What follows belongs to an exercise in optimizing a design on an open flow for small area, a short achievable clock period and few clock cycles; a production flow would make more cautious choices. RTL that was checked went through simulation tests only; none was proved equivalent to the original.

## cpuemu_core
module cpuemu_core (
    input             clk,
    input             rst,         
    input      [15:0] prog_len,    
    output     [15:0] imem_addr,   
    input      [63:0] imem_data,   
    input      [5:0]  dbg_addr,    
    output reg [15:0] dbg_data,    
    output            done,        
    output     [1:0]  state,       
    output     [2:0]  fcode        
);
Size: roughly 34000 sq um of cells after synthesis.
==> flow/config.mk <==
export PLATFORM = sky130hd
export DESIGN_NAME = cpuemu_core
export DESIGN_NICKNAME = cpuemu_core
export VERILOG_FILES = /design/flow/design.v
export SDC_FILE = /design/flow/constraint.sdc
export NUM_CORES = 4
export LEC_CHECK = 0
export ABC_AREA = 1
export CAP_MARGIN = 20
export CORE_MARGIN = 2
export CORE_UTILIZATION = 55
export CTS_CLUSTER_DIAMETER = 110
export CTS_CLUSTER_SIZE = 22
export SLEW_MARGIN = 20
export TNS_END_PERCENT = 20
==> flow/constraint.sdc <==
create_clock -name core_clock -period 15.0 [get_ports {clk}]
set_input_delay 3.0000 -clock core_clock [delete_from_list [all_inputs] [get_ports {clk}]]
set_output_delay 3.0000 -clock core_clock [all_outputs]
set_load 0.01 [all_outputs]
standard.sh (not shown) runs the stock make flow with config.mk's settings and CLKGATE_MAP_FILE= SYNTH_SCRIPT=/design/flow/synth_recipe.tcl, a recipe that flattens the netlist after the stock synthesis.
==> flow/flow/run.sh <==
#!/bin/bash
set -euo pipefail
export SETUP_SLACK_MARGIN=7.2
export BUFFER_PORTS_ARGS="-buffer_cell sky130_fd_sc_hd__buf_2"
bash standard.sh > standard.log 2>&1
Testbench counts at the start, summed over its fixed seeds: cycles 64,827.
==> next run, changes <==
==> flow/run.sh (new file) <==
#!/bin/bash
# synth_recipe.tcl (not shown) runs the flow's synth.tcl, then flattens the netlist and writes it again
# the make line also repeats each setting of config.mk as NAME=value (left out here)
make -C /OpenROAD-flow-scripts/flow DESIGN_CONFIG=/design/flow/config.mk WORK_HOME=/design/flow/orfs CLKGATE_MAP_FILE= SYNTH_SCRIPT=/design/flow/synth_recipe.tcl finish
--- a/flow/config.mk
+++ b/flow/config.mk
@@ -13,3 +13,3 @@
 export CTS_CLUSTER_SIZE = 22
+export SETUP_SLACK_MARGIN = 5
 export SLEW_MARGIN = 20
-export TNS_END_PERCENT = 20
removed: flow/flow/run.sh
removed: flow/standard.sh
Critical path depth decreases by 3. Final cell count decreases by 1.7%. Non-clock buffer count decreases by 83. Via count decreases by 1.7%. Routed wire length decreases by 2.3%. Die area stays the same. Utilization decreases by 1.7 points.
==> next run, changes <==
==> flow/flow/run.sh (new file) <==
#!/bin/bash
set -euo pipefail
export SETUP_SLACK_MARGIN=6.8
export BUFFER_PORTS_ARGS="-buffer_cell sky130_fd_sc_hd__buf_1"
bash standard.sh > standard.log 2>&1
==> flow/standard.sh (new file) <==
#!/bin/bash
# synth_recipe.tcl (not shown) runs the flow's synth.tcl, then flattens the netlist and writes it again
# the make line also repeats each setting of config.mk as NAME=value (left out here)
make -C /OpenROAD-flow-scripts/flow DESIGN_CONFIG=/design/flow/config.mk WORK_HOME=/design/flow/orfs CLKGATE_MAP_FILE= SYNTH_SCRIPT=/design/flow/synth_recipe.tcl "${@:-finish}"
--- a/flow/config.mk
+++ b/flow/config.mk
@@ -8,3 +8,3 @@
 export ABC_AREA = 1
-export CAP_MARGIN = 20
+export CAP_MARGIN = 10
 export CORE_MARGIN = 2
@@ -13,3 +13,2 @@
 export CTS_CLUSTER_SIZE = 22
-export SETUP_SLACK_MARGIN = 5
-export SLEW_MARGIN = 20
+export SLEW_MARGIN = 10
removed: flow/run.sh
Effect: Fmax came out higher by 21%; routed wire length came out higher by 1.3%; sequential share of layout area came out lower by 0.37 points; hold slack barely changes.


the reference run:
Another version of the RTL of cpuemu_core (not shown whole).
Size in the first run: roughly 470 flip-flops, about 130 I/O pins, roughly 35000 um2 of cells after synthesis.
==> flow/design.v (excerpt) <==
module cpuemu_core (
    input             clk,
    input             rst,         
    input      [15:0] prog_len,    
    output     [15:0] imem_addr,   
    input      [63:0] imem_data,   
    input      [5:0]  dbg_addr,    
    output reg [15:0] dbg_data,    
    output            done,        
    output     [1:0]  state,       
    output     [2:0]  fcode        
);
export LEC_CHECK = 0
export ABC_AREA = 1
export CAP_MARGIN = 20
export CORE_MARGIN = 2
export CORE_UTILIZATION = 60
export CTS_BUF_LIST = sky130_fd_sc_hd__clkbuf_4 sky130_fd_sc_hd__clkbuf_8
export SLEW_MARGIN = 20
create_clock -name core_clock -period 15.0 [get_ports {clk}]
==> flow/flow/run.sh <==
#!/bin/bash
set -euo pipefail
export SETUP_SLACK_MARGIN=8
export BUFFER_PORTS_ARGS="-buffer_cell sky130_fd_sc_hd__buf_2"
bash standard.sh > standard.log 2>&1
The reference run | stages: all done | timing, DRC, antenna: all pass
Relative to the reference run, the following input files were edited for the trial run:
- a change of CORE_UTILIZATION from 60 to 40
- a deleted CTS_BUF_LIST that had been sky130_fd_sc_hd__clkbuf_4 sky130_fd_sc_hd__clkbuf_8
==> flow/flow/run.sh <==
#!/bin/bash
set -euo pipefail
export SETUP_SLACK_MARGIN=8
bash standard.sh > standard.log 2>&1
==> results.txt <==
The trial run vs the reference run, end of the critical path: dbg_data[4] vs dbg_data[2]
Between the trial run and the reference run, the number of endpoints failing setup at the final stage figures differ only marginally.
Note that the width of the chip recorded for the trial run amounts to 1.2 times the value seen in the reference run.
Compared with the reference run, the trial run improves shortest period the worst path allows.
Diff the reference run -> the trial run: met1 global-route usage saw a decrease.
No run of this note included a check of the RTL's function; only the layout flow was run.


RTL: one of the versions met above, not the one the previous note started from.
For scale: roughly 4200 cells after synthesis, roughly 470 flip-flops, roughly 34000 um^2 of cells after synthesis.
Design cpuemu_core, start of the top module:
module cpuemu_core (
    input             clk,
    input             rst,         
    input      [15:0] prog_len,    
    output     [15:0] imem_addr,   
    input      [63:0] imem_data,   
    input      [5:0]  dbg_addr,    
    output reg [15:0] dbg_data,    
    output            done,        
    output     [1:0]  state,       
    output     [2:0]  fcode        
);
    localparam ST_READY   = 2'd0;
    localparam ST_RUNNING = 2'd1;
    localparam ST_HALTED  = 2'd2;
    localparam ST_FAULTED = 2'd3;
    localparam F_DIVZERO  = 3'd1;
    localparam F_OVERFLOW = 3'd2;
    localparam F_UNDERFLOW= 3'd3;
    localparam F_BADADDR  = 3'd4;
    localparam F_BADSHIFT = 3'd5;
    localparam OP_NOP  = 5'd0,  OP_MOV  = 5'd1,  OP_PUSH = 5'd2,  OP_POP  = 5'd3;
    localparam OP_CALL = 5'd4,  OP_RET  = 5'd5,  OP_ADD  = 5'd6,  OP_SUB  = 5'd7;
    localparam OP_MUL  = 5'd8,  OP_DIV  = 5'd9,  OP_INC  = 5'd10, OP_DEC  = 5'd11;
    localparam OP_JMP  = 5'd12, OP_JZ   = 5'd13, OP_JNZ  = 5'd14, OP_JC   = 5'd15;
    localparam OP_JNC  = 5'd16, OP_JS   = 5'd17, OP_JNS  = 5'd18, OP_JG   = 5'd19;
    localparam OP_JGE  = 5'd20, OP_JL   = 5'd21, OP_JLE  = 5'd22, OP_CMP  = 5'd23;
  ...
clock: 15.0 ns
lec_check: 0
abc_area: 1
cap_margin: 20
core_margin: 2
core_utilization: 55
cts_cluster_diameter: 110
cts_cluster_size: 22
slew_margin: 20
==> flow/flow/run.sh <==
#!/bin/bash
set -euo pipefail
export SETUP_SLACK_MARGIN=7.2
export BUFFER_PORTS_ARGS="-buffer_cell sky130_fd_sc_hd__buf_2"
bash standard.sh > standard.log 2>&1
Testbench counts at the start, summed over its fixed seeds: cycles 64,827.
Change:
--- a/flow/flow/run.sh
+++ b/flow/flow/run.sh
@@ -3 +3 @@
-export SETUP_SLACK_MARGIN=7.2
+export SETUP_SLACK_MARGIN=6.8
After rerunning: Critical path depth went down by 4. Flip-flop and latch count does not change.
Change:
--- a/flow/flow/run.sh
+++ b/flow/flow/run.sh
@@ -3 +3 @@
-export SETUP_SLACK_MARGIN=6.8
+export SETUP_SLACK_MARGIN=7.0
--- a/flow/config.mk
+++ b/flow/config.mk
@@ -11 +11 @@
-export CORE_UTILIZATION = 55
+export CORE_UTILIZATION = 58
@@ -14,0 +15 @@
+export TNS_END_PERCENT = 20
After rerunning: The new run passed the timing, design-rule and antenna checks. Wire length stays flat. Worst setup slack is better by 0.050 ns. Area after synthesis is unchanged. Cell area grows slightly. Via count grows by a few percent. Register-to-register slack is worse by 0.11 ns. Count of clock-buffer cells in the layout does not change.


== before ==
Another version of the RTL of cpuemu_core (not shown whole).
For scale: ~4200 cells after synthesis, ~470 flip-flops, roughly 34000 um2 of cells after synthesis.
export LEC_CHECK = 0
export ABC_AREA = 1
export CAP_MARGIN = 20
export CORE_MARGIN = 2
export CORE_UTILIZATION = 48
export CTS_CLUSTER_DIAMETER = 110
export CTS_CLUSTER_SIZE = 22
export SLEW_MARGIN = 20
create_clock -name core_clock -period 15.0 [get_ports {clk}]
==> flow/flow/run.sh <==
#!/bin/bash
set -euo pipefail
export SETUP_SLACK_MARGIN=6.8
export BUFFER_PORTS_ARGS="-buffer_cell sky130_fd_sc_hd__buf_2"
bash standard.sh > standard.log 2>&1
before: flow completed, timing, DRC and antenna clean
Testbench counts of before, summed over its fixed seeds: cycles 64,827.
[inputs] after vs before
# before
export LEC_CHECK = 0
export ABC_AREA = 1
export CAP_MARGIN = 20
export CORE_MARGIN = 2
export CORE_UTILIZATION = 48
export CTS_CLUSTER_DIAMETER = 110
export CTS_CLUSTER_SIZE = 22
export SLEW_MARGIN = 20
create_clock -name core_clock -period 15.0 [get_ports {clk}]
# after
export LEC_CHECK = 0
export ABC_AREA = 1
export CAP_MARGIN = 20
export CORE_MARGIN = 2
export CORE_UTILIZATION = 55
export CTS_CLUSTER_DIAMETER = 110
export CTS_CLUSTER_SIZE = 22
export SLEW_MARGIN = 20
create_clock -name core_clock -period 15.0 [get_ports {clk}]
==> comparison <==
- after reached the final stage; the timing, design-rule and antenna checks on its layout passed.
- As far as highest attainable clock frequency is concerned, before and after perform about the same.
- Re register-to-register setup slack: before was higher than after.
- Taking before as the reference, in after first-pass GRT wire length fell by about 1.8%.
- Delta (after minus before): sum of met2 wire segment lengths after detailed routing up 0.36%; count of non-filler cells in the finished layout down 117.


job 660:
Another version of the RTL of cpuemu_core (not shown whole).
For scale: ~4300 cells after synthesis, about 470 flip-flops, about 130 I/O pins.
export LEC_CHECK = 0
export ABC_AREA = 1
export CAP_MARGIN = 20
export CORE_MARGIN = 2
export CORE_UTILIZATION = 65
export CTS_CLUSTER_DIAMETER = 100
export CTS_CLUSTER_SIZE = 20
export SLEW_MARGIN = 20
create_clock -name core_clock -period 15.0 [get_ports {clk}]
Scripts as last shown in full above: flow/flow/run.sh
Testbench counts of job 660, summed over its fixed seeds: cycles 64,827.
For job 9900, these inputs were changed with respect to job 660:
Settings: CTS_CLUSTER_SIZE no longer set, was 20; CTS_CLUSTER_DIAMETER no longer set, was 100; CORE_UTILIZATION now 55, was 65.
## What came out
On wire length, job 660 loses to job 9900. Job 9900 against job 660: share of post-route cells with drive strength above 1 went up by 0.29 points; worst reg2reg path depth down about 7%; global-route wire length before repair lower; worst hold slack did not really move.
#### Input delta (job 4394 over job 9900)
Settings: CTS_CLUSTER_SIZE now 22, previously not set; CTS_CLUSTER_DIAMETER now 110, previously not set.
==> comparison <==
[compare] base=job 9900 new=job 4394: part of the cycle the worst path needs now sits higher, biggest fanout along the worst timing path now sits lower.
The cell area of job 4394 is lower than that of job 9900.
For job 9900, the last element of the critical path was dbg_data[11], unlike job 4394, where it was dbg_data[5].
[compare] base=job 9900 new=job 4394: signed area change from the synthesized netlist to the final layout went down 2.9 points; non-clock inverter total of the final layout barely changed; number of nets in the finished design decreased by 33 relative to the old numbers; buffer count excluding the clock tree in the final layout moved down.

==> what the ideal ports hide <==
In the flow no input, the clock included, has a driving cell. The finished layouts below were timed again as built, in two steps.
Step 1 (the two cells are an assumption about what drives the block):
set clk [get_ports {clk}]
set_driving_cell -lib_cell sky130_fd_sc_hd__clkbuf_16 $clk
set_driving_cell -lib_cell sky130_fd_sc_hd__buf_2 [delete_from_list [all_inputs] $clk]
Step 2 also shifts input and output timing later by t, the mid clock arrival at the registers, as if the neighbouring blocks saw the same clock.
Slacks: no drivers / after step 1 / after step 2; pairs: no drivers / after step 1.
run | t (ns) | setup slack, ns | hold slack, ns | worst setup path at the end | cell pins on the clock port's net
the first run of note 1 | 0.690 | 6.912 / 6.815 / 6.347 | 0.533 / 0.533 / 0.533 | input to register | 1
the second run of note 1 | 0.681 | 5.002 / 4.952 / 4.952 | 0.533 / 0.533 / 0.533 | input to output | 1
the third run of note 1 | 0.691 | 6.756 / 6.718 / 6.280 | 0.534 / 0.534 / 0.534 | input to register | 1
the reference run | 0.774 | 6.768 / 6.702 / 6.702 | 0.472 / 0.472 / 0.472 | input to output | 1
the trial run | 0.693 | 6.882 / 6.837 / 6.837 | 0.478 / 0.478 / 0.478 | input to output | 1
the first run of note 3 | 0.689 | 6.855 / 6.789 / 6.724 | 0.531 / 0.531 / 0.531 | input to register | 1
the second run of note 3 | 0.678 | 6.776 / 6.736 / 6.246 | 0.530 / 0.530 / 0.530 | input to register | 1
the third run of note 3 | 0.680 | 6.826 / 6.765 / 6.247 | 0.531 / 0.531 / 0.531 | input to register | 1
before | 0.678 | 6.796 / 6.773 / 6.373 | 0.498 / 0.498 / 0.498 | input to register | 1
after | 0.673 | 6.808 / 6.747 / 6.391 | 0.496 / 0.496 / 0.496 | input to register | 1
job 660 | 0.693 | 6.708 / 6.679 / 6.335 | 0.484 / 0.484 / 0.484 | input to register | 1
job 9900 | 0.680 | 6.838 / 6.790 / 6.286 | 0.486 / 0.486 / 0.486 | input to register | 1
job 4394 | 0.686 | 6.751 / 6.723 / 6.374 | 0.486 / 0.486 / 0.486 | input to register | 1
After both steps setup and hold are still met in every run listed. The setup slack of the third run of note 3, which loses most, moves by -0.061 ns with the drivers and by -0.579 ns with both steps.
